Context: an optimization exercise on an open-source flow, tuned for small area, a short achievable clock period and few clock cycles. The choices shown serve that exercise and are no tape-out recipe. Function was not checked in any run shown here: the RTL went through the layout flow alone. Power is estimated from default activity; no workload was simulated.

===== flow/config.mk =====
export PLATFORM = sky130hd
export DESIGN_NAME = boo_encoder
export DESIGN_NICKNAME = boo_encoder
export VERILOG_FILES = /design/flow/design.v
export SDC_FILE = /design/flow/constraint.sdc
export NUM_CORES = 4
export LEC_CHECK = 0
export CAP_MARGIN = 20
export CORE_MARGIN = 2
export CORE_UTILIZATION = 60
export SETUP_SLACK_MARGIN = 2.8
export SLEW_MARGIN = 20

===== flow/constraint.sdc =====
create_clock -name core_clock -period 5.0 [get_ports {clk}]
set_input_delay 1.0000 -clock core_clock [delete_from_list [all_inputs] [get_ports {clk}]]
set_output_delay 1.0000 -clock core_clock [all_outputs]
set_load 0.01 [all_outputs]

===== flow/design.v =====
module boo_encoder (
  input  wire       clk,
  input  wire       rst,         
  input  wire       in_valid,
  output wire       in_ready,
  input  wire [7:0] in_data,
  input  wire       in_eof,
  input  wire       in_err,
  output wire       out_valid,
  input  wire       out_ready,
  output wire [7:0] out_data,
  input  wire       out_err,
  output wire [2:0] seq,
  output wire [1:0] err
);
  localparam [2:0] PH_HDR  = 3'b000,    
                   PH_HLF  = 3'b001,    
                   PH_DAT  = 3'b010,    
                   PH_TRL  = 3'b011,    
                   PH_DONE = 3'b110,
                   PH_ABR  = 3'b100,    
                   PH_ABW  = 3'b101;    
  localparam [7:0] CH_CR = 8'h0D, CH_LF = 8'h0A;
  reg  [2:0] ph;
  reg        p_lf, p_c3, p_z;   
  reg        ov;
  reg  [7:0] od;
  localparam [6:0] M_HDR = 7'b1000000, M_L1 = 7'b0100000, M_L2 = 7'b0010000,
                   M_N0  = 7'b0001000, M_N1 = 7'b0000100, M_NB = 7'b0000010,
                   M_N78 = 7'b0000001;
  reg  [6:0] md;
  reg  [6:0] acc;               
  reg  [5:0] col;               
  reg        w4, w2;            
  reg  [1:0] fill;              
  reg        hd_v, hd_e, hd_z;
  reg  [7:0] hd_b;
  reg        ir_v, ir_e, ir_z;
  reg  [7:0] ir_b;
  assign out_valid = ov;
  assign out_data  = od;
  assign seq = {ph[2] & ~ph[1], ph[2] & ph[1], ph[1]};
  assign err = {ph[2] & ~ph[1] & ph[0], ph[2] & ~ph[1] & ~ph[0]};
  assign in_ready = ~ir_v;
  wire slot     = ~ov | out_ready;
  wire out_fire = ov & out_ready;
  wire in_fire  = in_valid & in_ready;
  wire rd_fail  = in_fire & in_err;
  wire wr_fail  = out_fire & out_err;
  wire       src_v = hd_v;
  wire [7:0] sb    = hd_b;
  wire       kE    = hd_e;
  wire       kZ    = hd_z;                       
  wire       kN    = ~kE & ~kZ;
  wire hdr = md[6];
  wire g1  = md[5];
  wire g2  = md[4];
  wire n0  = md[3];             
  wire n1  = md[2];
  wire nb  = md[1] | md[0];     
  wire n78 = md[0];
  reg  pnd;                                      
  wire f0  = (fill == 2'd0);
  wire sil = kZ & (n0 | md[1]);
  wire s_lit  = g1 | g2;                                    
  wire s_run  = kZ & n1 & ~w2;                              
  wire s_cut  = kZ & n78;                                   
  wire s_c0   = kN & n0 & ~w4;                              
  wire s_zl   = ~kZ & n1 & ~w4;                             
  wire s_tn   = ~kZ & nb;                                   
  wire s_pad  = kE & n0 & ~f0 & ~w2;                        
  wire s_trl  = kE & n0 & f0;                               
  wire s_wrap = (kZ & n1 & w2) | (kN & (n0 | n1) & w4) |
                (kE & ((n1 & w4) | (n0 & ~f0 & w2)));
  wire s_hb   = hdr & ~kE;
  wire s_he   = hdr & kE;
  wire do_pend = pnd & slot;
  wire do_sil  = src_v & sil & (~p_c3 | slot);
  wire do_step = src_v & ~sil & ~pnd & slot;
  wire fin_step = (s_lit & ~kE) | s_run | s_cut | s_c0 | s_trl | s_hb | s_he;
  wire done     = do_sil | (do_step & fin_step);
  wire take     = ~hd_v | done;            
  wire [7:0] in_b = in_eof ? 8'h00 : in_data;
  wire       in_z = ~in_eof & (in_data == 8'h00);
  function [3:0] TU(input [2:0] u);       
    TU = {1'b0, u + 3'd3};
  endfunction
  wire       c_cr = ~pnd & (s_he | s_wrap | s_trl);
  wire       c_c1 = ~pnd & s_lit & g1;
  wire       c_c2 = ~pnd & s_lit & g2;
  wire       c_c0 = ~pnd & s_c0;
  wire       c_tn = ~pnd & s_tn;
  wire       c_tl = ~pnd & (s_run | s_cut | s_pad);
  wire [3:0] vl = ({4{p_lf}} & 4'hA) |
                  ({4{c_cr}} & 4'hD) |
                  ({4{p_c3}} & acc[3:0]) |
                  ({4{c_c1}} & sb[7:4]) |
                  ({4{c_c2}} & {acc[1:0], sb[7:6]}) |
                  ({4{c_c0}} & sb[5:2]) |
                  ({4{c_tn}} & acc[3:0]) |
                  ({4{c_tl}} & 4'hE);
  wire [3:0] vu = ({4{p_c3}} & TU({1'b0, acc[5:4]})) |
                  ({4{c_c1}} & TU({1'b0, acc[1:0]})) |
                  ({4{c_c2}} & TU({1'b0, acc[3:2]})) |
                  ({4{c_c0}} & TU({1'b0, sb[7:6]})) |
                  ({4{c_tn}} & TU(acc[6:4])) |
                  ({4{c_tl}} & 4'h7) |
                  ({4{p_z | (~pnd & s_zl)}} & 4'h3);       
  wire [7:0] ch = (~pnd & s_hb) ? sb : {vu, vl};
  wire op_load = do_step & (s_lit | s_c0);
  wire op_inc  = (do_sil & ~p_c3) | (do_step & s_run);
  wire op_set1 = (do_sil & p_c3) | (do_step & s_cut);
  wire op_set0 = (do_pend & p_c3) | (do_step & (s_zl | s_tn));
  wire col_clr  = do_step & s_wrap;
  wire col_inc1 = do_step & (s_run | s_pad);
  wire col_inc2 = do_step & (s_c0 | s_zl);
  reg  [2:0] ph_n;
  always @* begin
    ph_n = ph;
    if (do_step & s_trl) ph_n = PH_TRL;
    if (do_step & s_he)  ph_n = PH_HLF;
    if (out_fire && !pnd) begin
      if (ph == PH_HLF && ph_n == PH_HLF) ph_n = PH_DAT;
      if (ph == PH_TRL) ph_n = PH_DONE;
    end
  end
  always @(posedge clk) begin
    if (rst) begin
      ph <= PH_HDR;
      ov <= 1'b0;
    end else if (wr_fail) begin
      ph <= PH_ABW;
      ov <= 1'b0;
    end else if (rd_fail) begin
      ph <= PH_ABR;
      ov <= 1'b0;
    end else if (ph[2]) begin
      ov <= 1'b0;                       
    end else begin
      ph <= ph_n;
      if (ph_n == PH_DONE) ov <= 1'b0;
      else if (slot) ov <= do_pend | do_step;
    end
  end
  always @(posedge clk) begin
    if (rst) begin
      p_lf   <= 1'b0;
      p_c3   <= 1'b0;
      p_z    <= 1'b0;
      pnd    <= 1'b0;
      md     <= M_HDR;
      acc    <= 7'd0;
      col    <= 6'd0;
      w4     <= 1'b0;
      w2     <= 1'b0;
      fill   <= 2'd0;
      hd_v   <= 1'b0;
      ir_v   <= 1'b0;
    end else begin
      if (do_pend) begin
        p_lf <= 1'b0;
        p_c3 <= 1'b0;
        p_z  <= 1'b0;
        pnd  <= 1'b0;
      end
      if (do_step & ((s_lit & g2) | s_wrap | s_trl | s_he | s_pad))
        pnd <= 1'b1;
      if (do_step) begin
        if (s_lit & g2) p_c3 <= 1'b1;
        if (s_wrap | s_trl | s_he) p_lf <= 1'b1;
        if (s_pad) p_z <= 1'b1;
        if (s_lit & kE) fill <= g1 ? 2'd2 : (f0 ? 2'd1 : fill);
        if (s_pad) fill <= fill - 2'd1;
      end
      if (op_load)      acc <= {1'b0, sb[5:0]};
      else if (op_inc)  acc <= acc + 7'd1;
      else if (op_set1) acc <= 7'd1;
      else if (op_set0) acc <= 7'd0;
      if (do_sil)                        md <= n0 ? M_N1 :
                                               (acc == 7'd77) ? M_N78 : M_NB;
      else if (do_step & s_he)           md <= M_N0;
      else if (do_step & s_lit)          md <= g1 ? M_L2 : M_N0;
      else if (do_step & (s_c0 | s_zl))  md <= M_L1;
      else if (do_step & s_run)          md <= M_NB;
      else if (do_step & s_cut)          md <= M_N1;
      else if (do_step & s_tn)           md <= M_N0;
      if (col_clr) begin
        col <= 6'd0;
        w4  <= 1'b0;
        w2  <= 1'b0;
      end else if (col_inc1) begin
        col <= col + 6'd1;
        w4  <= (col >= 6'd34);
        w2  <= w4;
      end else if (col_inc2) begin
        col <= col + 6'd2;
        w4  <= (col >= 6'd33);
        w2  <= (col >= 6'd34);
      end
      if (take) hd_v <= ir_v | (in_fire & ~in_err);
      ir_v <= (ir_v & ~take) | (in_fire & ~in_err & ~(take & ~ir_v));
    end
  end
  always @(posedge clk) begin
    if (slot) od <= ch;
    if (take) begin
      hd_b <= ir_v ? ir_b : in_b;
      hd_e <= ir_v ? ir_e : in_eof;
      hd_z <= ir_v ? ir_z : in_z;
    end
    if (in_ready) begin
      ir_b <= in_b;
      ir_e <= in_eof;
      ir_z <= in_z;
    end
  end
endmodule

===== flow/flow/run.sh =====
#!/bin/bash
# The standard layout, with plain buffers (not delay cells) on the ports.
set -euo pipefail
bash standard.sh 'BUFFER_PORTS_ARGS=-buffer_cell sky130_fd_sc_hd__buf_2' finish > standard_flow.log 2>&1

===== flow/standard.sh =====
#!/bin/bash
# synth_recipe.tcl (not shown) runs the flow's synth.tcl, then flattens the netlist and writes it again
# the make line also repeats each setting of config.mk as NAME=value (left out here)
make -C /OpenROAD-flow-scripts/flow DESIGN_CONFIG=/design/flow/config.mk WORK_HOME=/design/flow/orfs CLKGATE_MAP_FILE= SYNTH_SCRIPT=/design/flow/synth_recipe.tcl "${@:-finish}"

==> results of run 1 <==
metal layers:
metal  vias up  global-route usage, %  routed length (microns)
met5         -                      0                        0
met4         0                   12.4                      250
met3        28                   6.67                      703
met2       170                   44.3                     4050
met1      1525                   38.5                     4010
li1       1559                      -                        -
flip-flops by register name, summed over array words and instances, names as in the netlist:
| name | count |
|---|---|
| ph | 3 |
| w4 | 1 |
| ir_v | 1 |
| col | 6 |
| fill | 2 |
| p_c3 | 1 |
| md | 7 |
| hd_v | 1 |
| hd_e | 1 |
| ir_b | 8 |
| p_lf | 1 |
| p_z | 1 |
| ir_z | 1 |
| w2 | 1 |
| od | 8 |
| pnd | 1 |
| hd_b | 8 |
| acc | 7 |
| hd_z | 1 |
| ov | 1 |
| ir_e | 1 |
worst min path at each step:
stage / endpoint / slack (ns)
floorplan: p_lf$_SDFF_PP0_ / 0.42
detailed placement: p_lf$_SDFF_PP0_ / 0.45
global route: p_lf$_SDFF_PP0_ / 0.49
finish: p_lf$_SDFF_PP0_ / 0.46
CTS: p_lf$_SDFF_PP0_ / 0.46
global placement: p_lf$_SDFF_PP0_ / 0.44
power groups by stage:
| stage | clock network (mW) | logic (mW) | registers, mW |
|---|---|---|---|
| 5_1_grt | 0.436 | 0.122 | 0.565 |
| 4_1_cts | 0.415 | 0.104 | 0.561 |
| 3_3_place_gp | 0 | 0.0988 | 0.573 |
| 2_1_floorplan | 0 | 0.0687 | 0.570 |
| 3_5_place_dp | 0 | 0.100 | 0.574 |
| 6_report | 0.411 | 0.112 | 0.562 |
kinds of logic after synthesis:
kind of cell    share of synthesized area [%]
mux                                     0.910
simple gates                             21.9
fa+ha+maj                                5.25
xor+xnor                                0.735
flops                                    39.7
compound gates                           25.5
buf+inv                                  5.95
layout by cell type (no fill, tap or decap), drive strengths merged, types with 7 or more instances in the layout:
cell	Yosys	final
a221oi	7	7
o22ai	9	9
nand2b	7	7
edfxtp	18	18
nor3	15	15
nand3	15	15
clkbuf	12	9
buf	8	41
inv	24	27
a22o	8	8
o21ai	16	16
nand2	29	29
dfxtp	44	44
a311oi	7	7
a31oi	7	7
nor2	42	42
ha	15	15
a21oi	24	24
what timing repair did:
| action | CTS | global route |
|---|---|---|
| setup endpoints to repair | 26 | 34 |
| buffers inserted | 3 | 9 |
| gates resized for setup | 6 | 14 |
| pin swaps | 1 | 5 |
synth_stat cells (2+ instances only):
cell type	count
a211o_1	3
a211oi_1	5
a21o_1	2
a21o_2	3
a21oi_1	23
a221oi_1	7
a22o_1	8
a22oi_1	3
a311oi_1	7
a31oi_1	7
and2_1	5
and3_1	3
buf_2	5
clkbuf_1	11
dfxtp_1	44
edfxtp_1	18
ha_1	15
inv_1	23
mux2_2	2
nand2_1	28
nand2b_1	7
nand3_1	14
nand3b_1	3
nand4_1	5
nand4b_1	2
nor2_1	42
nor2b_1	3
nor3_1	14
nor4_1	3
nor4bb_1	2
o2111ai_1	2
o211ai_1	2
o21a_1	5
o21ai_0	12
o21ai_1	2
o221ai_1	2
o22ai_1	9
o32a_1	3
or2_2	5
xnor2_1	3
tightest hold or removal path, stage by stage, from the launching register on:
cell,delay (ns)
dfxtp_1,0.32
inv_1,0.05
a21oi_1,0.05
per-stage QoR:
step	instances	hold WS, ns	setup WS [ns]	total power, mW
final	509	0.457	2.84	1.08
after global routing	509	0.494	2.78	1.12
after CTS	500	0.458	2.71	1.08
after detailed placement	481	0.445	2.32	0.674
after global placement	481	0.439	2.43	0.672
after floorplan	397	0.422	2.73	0.638
layout make-up:
cell class / count / area (sq um)
Fill cell: 445 / 1760
Clock inverter: 7 / 56.3
Inverter: 24 / 103
Clock buffer: 9 / 124
Sequential cell: 62 / 1430
Tap cell: 75 / 93.8
Multi-Input combinational cell: 291 / 2020
Timing Repair Buffer: 41 / 258
==> impl_metrics.ini, run 1 <==
[status]
status = finished clean

[power]
ir_worst_vdd_uv = 240
clkPwrFrac_pct = 37.9
p_per_area_nw_per_um2 = 265
pwr-share-comb_pct = 10.3
leakage_nw = 1.52
seqPwrFrac_pct = 51.8
p_int_mw = 0.775
p_sw_share_pct = 28.6
switchingPower_mw = 0.310

[yosys]
synth-seq-area-share_pct = 39.7
synthTopCellsByArea = dfxtp_1, edfxtp_1, ha_1, nor2_1, a21oi_1
synthArstFlopShare_pct = 0
yosys_warnings = 1
synth_cell_type_count = 75
synth-seq-cells = 62
synth_edf_count = 18
synth_top_cell_by_area = dfxtp_1
synthFlopType = dfxtp_1
synth_area_sq_um = 3580
postSynthAreaPerCell_sq_um = 9.01
yosysTopAreaCellShare_pct = 24.6
syn_nets = 427
syn_inst = 397

[routing]
avgRoutedWirePerCell_microns = 17.7
drc = 0
first_pass_iters = 5
drtIter0Drc = 295
viasPerCell = 6.45
vias = 3282
wl_microns = 9010
antenna_left = 0

[timing]
clock_skew_ns = 0.00911
max_freq_mhz = 463
setup_viol = 0
worstMarginPinSlew_ns = 0.575
slew_headroom_pct = 61.7
finalMaxSlewViolations = 0
fin_crit_ns = 2.16
rsz0062_at_grt = no
min_period_over_period_pct = 43.2
hold_viol = 0
setup_tns_ns = 0

[place]
place_congestion = 0.933
post-dp-hpwl_microns = 6230
dpl_cell_area_sq_um = 3710
numPortBuffers = 29

[grt]
track_usage_pct = 28.7
grt_pass1_wl_microns = 14200
grt_overflow = 0
grt_max_degree = 29
grt_pass1_vias = 2902
antenna_found_initial = 0

[critical_path]
path_buf_inv = 2
cp.arrival_ns = 2.41
cp_max_fo = 9
cpPeakStageDelay_ns = 0.36
rr_worst_depth = 7
startpoint = out_ready
setup.worst_path.end = col[4]$_SDFFE_PP0P_
cp.depth = 7
cpMaxStageDelayCell = a211o_1
path_class = in -> reg
critPathTopFamily = simple AND/OR/NAND/NOR gates
crit-reg2reg-capture = col[4]$_SDFFE_PP0P_
cp-start-kind = primary input
r2r-start = fill[1]$_SDFFE_PP0P_
endpoint_kind = register
reg2reg_slack_ns = 2.90
worstPathRequired_ns = 5.25
worstPathCellList = buf_2 -> nor2b_4 -> buf_12 -> nor4_1 -> a211o_1 -> nor2_1 -> mux2_2

[cts]
cts_sinks = 62
clockRootBuffer = clkbuf_8
clock_latency_ns = 0.36
cts_tree = built
clk_pin_slew_ns = 0.07
cts_buffer_depth = 2
cts.htree.levels = 3
cts_made_buffers = 9
cts_hold_buf = 0

[cells_and_area]
stdcell_area_sq_um = 4090
drive_gt1_share_pct = 22.4
syn_to_final_growth_pct = 14.3
num_antenna_cells = 0
final_util_pct = 69.8
nets = 459

[die]
die_x_microns = 81.2
placementRows = 28
start_util_pct = 61.1
die_y_microns = 81.2
boundaryPins = 30
dieArea_sq_um = 6590
core_area_sq_um = 5850

[hold_path]
holdCritStartpoint = p_lf$_SDFF_PP0_
hold_class = reg -> reg
whs_path_depth = 2

[flow_run]
drv_cap = 0
==> run 2: changes to the inputs <==
==> flow/flow/run.sh (replaced) <==
#!/bin/bash
# The standard layout, with plain buffers (not delay cells) on the ports and
# a clock tree of larger sink clusters without dummy balancing loads.
set -euo pipefail
bash standard.sh 'BUFFER_PORTS_ARGS=-buffer_cell sky130_fd_sc_hd__buf_2' \
  'CTS_ARGS=-sink_clustering_enable -repair_clock_nets -dont_use_dummy_load -sink_clustering_size 30 -sink_clustering_max_diameter 200' \
  finish > standard_flow.log 2>&1
--- a/flow/config.mk
+++ b/flow/config.mk
@@ -8,5 +8,5 @@
 export CAP_MARGIN = 20
 export CORE_MARGIN = 2
 export CORE_UTILIZATION = 60
-export SETUP_SLACK_MARGIN = 2.8
+export SETUP_SLACK_MARGIN = 2.7
 export SLEW_MARGIN = 20
==> run 2 against run 1 <==
Critical endpoint is now md[1]$_SDFFE_PP0P_; area after synthesis unchanged; clock power fell by about 20%; hold slack got worse by 0.011 ns; via count shrank 2.9%; power shrank 8.2%; flip-flop and latch count unchanged; die area stayed put; wire length is 2.6% lower; core utilization decreased by 2.3 points.
==> impl_metrics.ini, run 2 <==
[die]
dieArea_sq_um = 6590
core_area_sq_um = 5850
boundaryPins = 30
die_x_microns = 81.2
die_y_microns = 81.2
start_util_pct = 61.1
placementRows = 28

[timing]
finalMaxSlewViolations = 0
setup_tns_ns = 0
worstMarginPinSlew_ns = 0.571
slew_headroom_pct = 61.9
setup_viol = 0
fin_ws_ns = 2.73
min_period_over_period_pct = 45.4
rsz0062_at_grt = no
max_freq_mhz = 441
hold_viol = 0
clock_skew_ns = 0.0204
fin_crit_ns = 2.27

[power]
p_int_mw = 0.747
seqPwrFrac_pct = 56.5
pwr-share-comb_pct = 10.7
leakage_nw = 1.46
p_sw_share_pct = 25.0
clkPwrFrac_pct = 32.9
p_per_area_nw_per_um2 = 252
switchingPower_mw = 0.249
ir_worst_vdd_uv = 198

[yosys]
yosys_warnings = 1
synth_area_sq_um = 3580
synthTopCellsByArea = dfxtp_1, edfxtp_1, ha_1, nor2_1, a21oi_1
synth-seq-cells = 62
synth_cell_type_count = 75
syn_nets = 427
synthFlopType = dfxtp_1
synthArstFlopShare_pct = 0
synth-seq-area-share_pct = 39.7
yosysTopAreaCellShare_pct = 24.6
postSynthAreaPerCell_sq_um = 9.01
synth.most_common_cell = dfxtp_1
synthTopCellsByCount = dfxtp_1, nor2_1, nand2_1
syn_inst = 397
synth_top_cell_by_area = dfxtp_1
synth_edf_count = 18

[grt]
track_usage_pct = 28.4
grt_pass1_vias = 2885
grt_pass1_wl_microns = 14100
grt_max_degree = 29
antenna_found_initial = 0
grt_overflow = 0

[cells_and_area]
syn_to_final_growth_pct = 10.5
final_common_cell = nor2_1
stdcell_count = 496
nets = 453
biggestRegsByFlops = hd_b x8, ir_b x8, od x8
num_antenna_cells = 0
final_cell_mix = nor2_1, dfxtp_1, buf_2
drive_gt1_share_pct = 18.1

[routing]
vias = 3188
drtIter0Drc = 360
drc = 0
wl_microns = 8780
avgRoutedWirePerCell_microns = 17.7
viasPerCell = 6.43
antenna_left = 0
first_pass_iters = 5

[place]
dp.cells = 481
numPortBuffers = 29
post-dp-hpwl_microns = 6110
place_worst_setup_slack_ns = 2.46
place_congestion = 1.01

[cts]
cts_buffer_depth = 2
clk_pin_slew_ns = 0.05
cts_sinks = 62
cts.htree.levels = 3
clock_latency_ns = 0.35
cts_hold_buf = 0
cts_tree = built
clockRootBuffer = clkbuf_8
cts_made_buffers = 9

[hold_path]
holdCritStartpoint = p_lf$_SDFF_PP0_
hold_class = reg -> reg
whs_path_depth = 2

[flow_run]
drv_cap = 0

[critical_path]
startpoint = out_ready
cp_max_fo = 16
path_class = in -> reg
cp-start-kind = primary input
r2r-start = fill[0]$_SDFFE_PP0P_
cp.arrival_ns = 2.49
worstPathRequired_ns = 5.22
rr_worst_depth = 7
endpoint_kind = register

[status]
status = finished clean
## run 2: cell counts after synthesis
Identical to the previous run, type by type.
## run 2: logic make-up (layout without fill, tap and decap cells)
kind of cell	count (synthesis)	after routing	share of synthesized area, %
simple gates	148	148	21.9
compound gates	122	122	25.5
flops	62	62	39.7
buf+inv	44	68	5.95
fa+ha+maj	15	15	5.25
xor+xnor	3	3	0.735
mux	3	3	0.910
## run 2: path summary, 6_finish.rpt
path	end	slack, ns
max	md[1]$_SDFFE_PP0P_	2.73
min	p_lf$_SDFF_PP0_	0.45
max reg2reg	col[4]$_SDFFE_PP0P_	2.83
min reg2reg	p_lf$_SDFF_PP0_	0.45
## run 2: layer usage
layer | up-vias | GRT usage, % | routed length (microns)
li1 | 1533 | - | -
met1 | 1465 | 40.5 | 3940
met2 | 164 | 42.5 | 3970
met3 | 26 | 5.44 | 683
met4 | 0 | 11.4 | 181
met5 | - | 0 | 0
## run 2: worst max-delay path, cell delays in order
cell      delay [ns]
buf_2           0.13
nor2b_4         0.36
inv_12          0.09
nand2_1         0.14
o21a_1          0.28
o21ai_0         0.16
a221oi_1        0.33
## run 2: final cells by class
cell class	instances	area, sq um
flip-flops and latches	62	1430
inverters	24	103
multi-input cells	291	1990
well taps	75	93.8
fillers	495	1900
clock buffers	9	124
repair buffers	35	213
## run 2: stage by stage
stage	total power [mW]	util, %	hold WS [ns]	instance area, sq um
after floorplan	0.638	-	0.422	3580
after global placement	0.671	63.5	0.445	3710
after detailed placement	0.672	63.6	0.441	3720
after CTS	0.998	66.6	0.449	3890
after global routing	1.04	67.6	0.470	3950
final	0.996	67.6	0.446	3950
## run 2: power groups by stage
stage | clock (mW) | sequential, mW | combinational [mW]
final | 0.328 | 0.562 | 0.106
after global routing | 0.355 | 0.565 | 0.118
after CTS | 0.334 | 0.561 | 0.104
after detailed placement | 0 | 0.573 | 0.0987
after global placement | 0 | 0.573 | 0.0975
after floorplan | 0 | 0.570 | 0.0685
## run 2: repair_timing
item / CTS / global route
hold endpoints to repair: 0 / 0
setup endpoints to repair: 17 / 22
pin swaps: 0 / 2
gates resized for setup: 2 / 7
setup buffers: 3 / 3
==> run 3: changes to the inputs <==
--- a/flow/config.mk
+++ b/flow/config.mk
@@ -8,5 +8,5 @@
 export CAP_MARGIN = 20
 export CORE_MARGIN = 2
 export CORE_UTILIZATION = 60
-export SETUP_SLACK_MARGIN = 2.7
+export SETUP_SLACK_MARGIN = 2.9
 export SLEW_MARGIN = 20
==> run 3 against run 2 <==
Sequential share of layout area is 2.4 points lower; highest routed layer unchanged; via count is 5.9% higher; still clean; design area is 7.8% higher.
==> impl_metrics.ini, run 3 <==
[status]
status = finished clean

[cts]
clockRootBuffer = clkbuf_8
clk_pin_slew_ns = 0.05
cts_sinks = 62
cts_buffer_depth = 2
cts_tree = built
cts.htree.levels = 3
cts_hold_buf = 0
cts_made_buffers = 9
clock_latency_ns = 0.35

[die]
die_x_microns = 81.2
core_area_sq_um = 5850
die_y_microns = 81.2
dieArea_sq_um = 6590
start_util_pct = 61.1
boundaryPins = 30
placementRows = 28

[critical_path]
path_class = in -> reg
cpPeakStageDelay_ns = 0.30
endpoint_kind = register
worstPathRequired_ns = 5.22
reg2reg_slack_ns = 2.96
cp-start-kind = primary input
rr_worst_depth = 6
crit-reg2reg-capture = col[4]$_SDFFE_PP0P_
r2r-start = hd_z$_DFFE_PP_
cpMaxStageDelayCell = a2111oi_4
cp.arrival_ns = 2.31
cp_max_fo = 4
worstPathCellList = buf_8 -> nor2b_4 -> buf_12 -> buf_6 -> a2111oi_4 -> nand2_1 -> a21oi_2 -> mux2_4

[routing]
drtIter0Drc = 436
vias = 3375
viasPerCell = 6.49
antenna_left = 0
drc = 0
first_pass_iters = 5
wl_microns = 9390
avgRoutedWirePerCell_microns = 18.1

[place]
place_worst_setup_slack_ns = 2.35
dp.cells = 481
numPortBuffers = 29
place_congestion = 0.938
post-dp-hpwl_microns = 6130

[cells_and_area]
final_cell_mix = nor2_1, dfxtp_1, nand2_1, buf_2, buf_4
syn_to_final_growth_pct = 19.1
biggestRegsByFlops = hd_b x8, ir_b x8, od x8
stdcell_count = 520
num_antenna_cells = 0
drive_gt1_share_pct = 26.1
nets = 477
final_common_cell = nor2_1

[grt]
use_met3_pct = 6.44
use_met2_pct = 46.9
grt_pass1_wl_microns = 15000
grt_busiest_layer = met2
grtUsageMet1_pct = 41.4
grt_pass1_vias = 2997
track_usage_pct = 29.9
grt_max_degree = 29
antenna_found_initial = 0
grt_overflow = 0

[yosys]
yosys_warnings = 1
yosysTopAreaCellShare_pct = 24.6
synth_edf_count = 18
synthFlopType = dfxtp_1
synthTopCellsByArea = dfxtp_1, edfxtp_1, ha_1, nor2_1, a21oi_1
synth-seq-area-share_pct = 39.7
synth-seq-cells = 62
syn_inst = 397
postSynthAreaPerCell_sq_um = 9.01
syn_nets = 427
synth_top_cell_by_area = dfxtp_1
synth_cell_type_count = 75
synthTopCellsByCount = dfxtp_1, nor2_1, nand2_1
synthArstFlopShare_pct = 0
synth.most_common_cell = dfxtp_1
synth_area_sq_um = 3580

[hold_path]
whs_endpoint = p_lf$_SDFF_PP0_
holdCritStartpoint = p_lf$_SDFF_PP0_
whs_path_depth = 2
hold_class = reg -> reg

[power]
seqPwrFrac_pct = 55.1
p_per_area_nw_per_um2 = 239
p_int_mw = 0.759
leakage_nw = 1.60
pwr-share-comb_pct = 12.3
p_sw_share_pct = 25.5
ir_worst_vdd_uv = 192
switchingPower_mw = 0.260
clkPwrFrac_pct = 32.6

[timing]
setup_tns_ns = 0
fin_ws_ns = 2.91
hold_viol = 0
min_period_over_period_pct = 41.8
max_freq_mhz = 478
setup_viol = 0
fin_crit_ns = 2.09
finalMaxSlewViolations = 0
slew_headroom_pct = 63.4
rsz0062_at_grt = yes
clock_skew_ns = 0.0272
worstMarginPinSlew_ns = 0.549

[flow_run]
drv_cap = 0
==> run 3: cell counts after synthesis <==
Identical to the previous run, type by type.
==> run 3: cell type report <==
cell class	count	area, sq um
tap	75	93.8
fill	440	1590
multi-input combinational	291	2070
timing repair buffer	59	438
inverter	24	105
sequential	62	1430
clock buffer	9	124
==> run 3: how the worst max path moves through the flow <==
stage                                 from                  end  slack, ns  depth (start not counted)
after floorplan                  out_ready   ph[0]$_SDFFE_PP0P_       2.73                          7
after global placement      hd_e$_DFFE_PP_  col[5]$_SDFFE_PP0P_       2.42                          5
after detailed placement    hd_e$_DFFE_PP_  col[5]$_SDFFE_PP0P_       2.35                          5
after CTS                        out_ready  acc[5]$_SDFFE_PP0P_       2.90                          7
after global routing      ph[2]$_SDFF_PP0_               err[1]       2.88                          4
final                            out_ready  col[4]$_SDFFE_PP0P_       2.91                          8
==> run 3: cell families after synthesis <==
family                     after synthesis  share of synthesized area, %
AOI/OAI and AO/OA                      122                          25.5
xor gates and xnor gates                 3                         0.735
adders and majority gates               15                          5.25
buffers and inverters                   44                          5.95
DFF                                     62                          39.7
muxes                                    3                         0.910
and+or+nand+nor                        148                          21.9
==> run 3: worst max-delay path, delay by kind of cell <==
kind / cells / cell delay (ns)
AO/OA/AOI/OAI: 2 / 0.48
multiplexers: 1 / 0.30
buffers and inverters: 3 / 0.32
AND/OR/NAND/NOR: 2 / 0.20
==> run 3: metrics by stage <==
| step | power [mW] | hold slack [ns] | utilization, % | cell area (sq um) |
|---|---|---|---|---|
| after floorplan | 0.639 | 0.422 | - | 3590 |
| after global placement | 0.673 | 0.442 | 63.5 | 3710 |
| after detailed placement | 0.673 | 0.454 | 63.5 | 3710 |
| after CTS | 1.01 | 0.463 | 69.0 | 4040 |
| after global routing | 1.06 | 0.492 | 72.8 | 4260 |
| final | 1.02 | 0.460 | 72.8 | 4260 |
==> run 3: power groups by stage <==
stage / clock network [mW] / logic [mW] / registers, mW
floorplan: 0 / 0.0693 / 0.570
global placement: 0 / 0.0994 / 0.573
detailed placement: 0 / 0.100 / 0.573
CTS: 0.334 / 0.113 / 0.560
global route: 0.356 / 0.138 / 0.564
finish: 0.332 / 0.126 / 0.561
==> run 3: metal layers <==
| layer | vias to the layer above | wire [microns] |
|---|---|---|
| li1 | 1586 | - |
| met3 | 25 | 828 |
| met5 | - | 0 |
| met4 | 0 | 203 |
| met2 | 179 | 4260 |
| met1 | 1585 | 4100 |
==> run 3: what timing repair did <==
item | CTS | global route
setup buffers | 14 | 16
setup endpoints to repair | 40 | 22
gates resized for setup | 15 | 22
pin swaps | 3 | 11
gates cloned | 0 | 0
==> run 4: changes to the inputs <==
--- a/flow/config.mk
+++ b/flow/config.mk
@@ -8,5 +8,5 @@
 export CAP_MARGIN = 20
 export CORE_MARGIN = 2
 export CORE_UTILIZATION = 60
-export SETUP_SLACK_MARGIN = 2.9
+export SETUP_SLACK_MARGIN = 2.8
 export SLEW_MARGIN = 20
==> run 4 against run 3 <==
Synthesized cell count unchanged; core utilization down 3.4 points; count of clock-buffer cells in the layout is the same; largest cell class unchanged.
==> impl_metrics.ini, run 4 <==
[cells_and_area]
final_common_cell = nor2_1
biggestRegsByFlops = hd_b x8, ir_b x8, od x8
num_antenna_cells = 0
drive_gt1_share_pct = 22.0
nFillCells = 451
nets = 460
final_cell_mix = nor2_1, dfxtp_1, buf_2
syn_to_final_growth_pct = 13.6

[yosys]
synthFlopType = dfxtp_1
synth-seq-cells = 62
synthTopCellsByCount = dfxtp_1, nor2_1, nand2_1
syn_inst = 397
synth-seq-area-share_pct = 39.7
synthTopCellsByArea = dfxtp_1, edfxtp_1, ha_1, nor2_1, a21oi_1
synthArstFlopShare_pct = 0
postSynthAreaPerCell_sq_um = 9.01
synth_area_sq_um = 3580
synth_cell_type_count = 75
synth_top_cell_by_area = dfxtp_1
yosysTopAreaCellShare_pct = 24.6
synth_edf_count = 18
yosys_warnings = 1
syn_nets = 427
synth.most_common_cell = dfxtp_1

[power]
ir_worst_vdd_uv = 183
p_per_area_nw_per_um2 = 249
leakage_nw = 1.50

[critical_path]
path_class = in -> reg
endpoint_kind = register
cpPeakStageDelay_ns = 0.36
critPathTopFamily = simple AND/OR/NAND/NOR gates
cp.arrival_ns = 2.43
cp_max_fo = 7
worstPathRequired_ns = 5.22
cp-start-kind = primary input
reg2reg_slack_ns = 2.87
cpMaxStageDelayCell = nor3_4
worstPathCellList = buf_2 -> nor2b_4 -> buf_4 -> nor3_4 -> o21ai_4 -> and2_1 -> o41ai_2
path_buf_inv = 2

[cts]
cts_sinks = 62
clockRootBuffer = clkbuf_8
cts_made_buffers = 9
cts.htree.levels = 3
cts_hold_buf = 0
clk_pin_slew_ns = 0.05
cts_buffer_depth = 2
cts_tree = built
clock_latency_ns = 0.35

[routing]
wl_met1_microns = 3920
viasPerCell = 6.60
met3_wirelength_microns = 811
vias = 3321
drc = 0
first_pass_iters = 6
wl_microns = 9200
drtIter0Drc = 290
avgRoutedWirePerCell_microns = 18.3
dr_wl_met2_microns = 4170
dr.max_layer_used = met4
antenna_left = 0

[place]
post-dp-hpwl_microns = 6230
place_worst_setup_slack_ns = 2.32
place_congestion = 0.933
numPortBuffers = 29

[grt]
grt_overflow = 0
grt_pass1_wl_microns = 14100
track_usage_pct = 28.3
grt_pass1_vias = 2852
antenna_found_initial = 0
grt_max_degree = 29

[timing]
finalMaxSlewViolations = 0
setup_viol = 0
fin_ws_ns = 2.79
clock_skew_ns = 0.0247
max_freq_mhz = 453
hold_viol = 0
worstMarginPinSlew_ns = 0.580
rsz0062_at_grt = yes
setup_tns_ns = 0
fin_crit_ns = 2.21
slew_headroom_pct = 61.3
min_period_over_period_pct = 44.2

[die]
placementRows = 28
die_x_microns = 81.2
die_y_microns = 81.2
dieArea_sq_um = 6590
start_util_pct = 61.1
core_area_sq_um = 5850
boundaryPins = 30

[status]
status = finished clean

[flow_run]
drv_cap = 0

[hold_path]
hold_class = reg -> reg
==> run 4: cell counts after synthesis <==
No cell type changed its count.
==> run 4: power by group <==
group          switching, mW  total, mW  internal (mW)
Clock                  0.174      0.334          0.160
Combinational         0.0650      0.113         0.0481
Sequential            0.0204      0.563          0.542
Total                  0.260       1.01          0.750
==> run 4: worst paths after layout <==
check,startpoint,cells past startpoint,end
setup / recovery,out_ready,7,md[3]$_SDFFE_PP0P_
hold / removal,p_lf$_SDFF_PP0_,2,p_lf$_SDFF_PP0_
setup reg to reg,hd_z$_DFFE_PP_,5,od[5]$_DFFE_PN_
hold reg to reg,p_lf$_SDFF_PP0_,2,p_lf$_SDFF_PP0_
==> run 4: cell type report <==
cell class	instances	area (sq um)	area share [%]
inverter	24	103	2.53
clock buffer	9	124	3.05
sequential	62	1430	35.2
multi-input combinational	291	2060	50.6
timing repair buffer	42	253	6.22
tap	75	93.8	2.31
==> run 4: kinds of logic after synthesis <==
kind of cell / synth area share, %
AND/OR/NAND/NOR: 21.9
AO/OA/AOI/OAI: 25.5
flip-flops: 39.7
buffers and inverters: 5.95
adder cells (fa/ha/maj): 5.25
XOR/XNOR: 0.735
multiplexers: 0.910
==> run 4: timing repair <==
action,in CTS,in global routing
endpoints found under the setup margin,26,35
gates cloned,0,0
gates resized for setup,5,21
pin swaps,1,5
setup buffers,3,10
==> run 4: worst min-delay path: stages (launching register included) <==
cell and delay (ns):
dfxtp_1 0.31, inv_1 0.05, a21oi_1 0.05
==> run 4: per-stage QoR <==
stage,total power [mW],util (%),area [sq um],cells,hold WS [ns]
2_1_floorplan,0.638,-,3580,397,0.422
3_3_place_gp,0.672,63.5,3710,481,0.439
3_5_place_dp,0.674,63.5,3710,481,0.445
4_1_cts,0.999,66.3,3880,493,0.456
5_1_grt,1.04,69.4,4060,503,0.492
6_report,1.01,69.4,4060,503,0.456
==> run 4: layer usage <==
metal | track usage (%) | vias to the layer above
met5 | 0 | -
met4 | 9.49 | 0
met3 | 7.11 | 37
met2 | 43.9 | 192
met1 | 38.7 | 1550
li1 | - | 1542

separate check: timing with driven ports:
No port has a modelled driver above. Below, the same layouts with a new extraction and two added sets of constraints. Step 1 (the two cells are an assumption about what drives the block):
set clk [get_ports {clk}]
set_driving_cell -lib_cell sky130_fd_sc_hd__clkbuf_16 $clk
set_driving_cell -lib_cell sky130_fd_sc_hd__buf_2 [delete_from_list [all_inputs] $clk]
Step 2 moves the port delays by t, midway between the first and last clock arrival at a register: inputs arrive t later, outputs are due t later. That takes back most of the time a late clock gives input paths. Slacks: ideal / step 1 / step 2; pairs: ideal / step 1.
| run | t (ns) | setup WS [ns] | worst setup path after step 2 | latest minus earliest clock arrival (ns) | cell pins on the clock port's net |
|---|---|---|---|---|---|
| run 1 | 0.385 | 2.839 / 2.845 / 2.463 | input to register | 0.009 / 0.009 | 1 |
| run 2 | 0.368 | 2.731 / 2.739 / 2.371 | input to register | 0.021 / 0.020 | 1 |
| run 3 | 0.363 | 2.909 / 2.884 / 2.524 | input to register | 0.027 / 0.028 | 1 |
| run 4 | 0.367 | 2.792 / 2.801 / 2.434 | input to register | 0.025 / 0.024 | 1 |
After both steps every run listed still meets setup and hold. The setup slack of run 3, which loses most, moves by -0.025 ns with the drivers and by -0.385 ns with both steps.
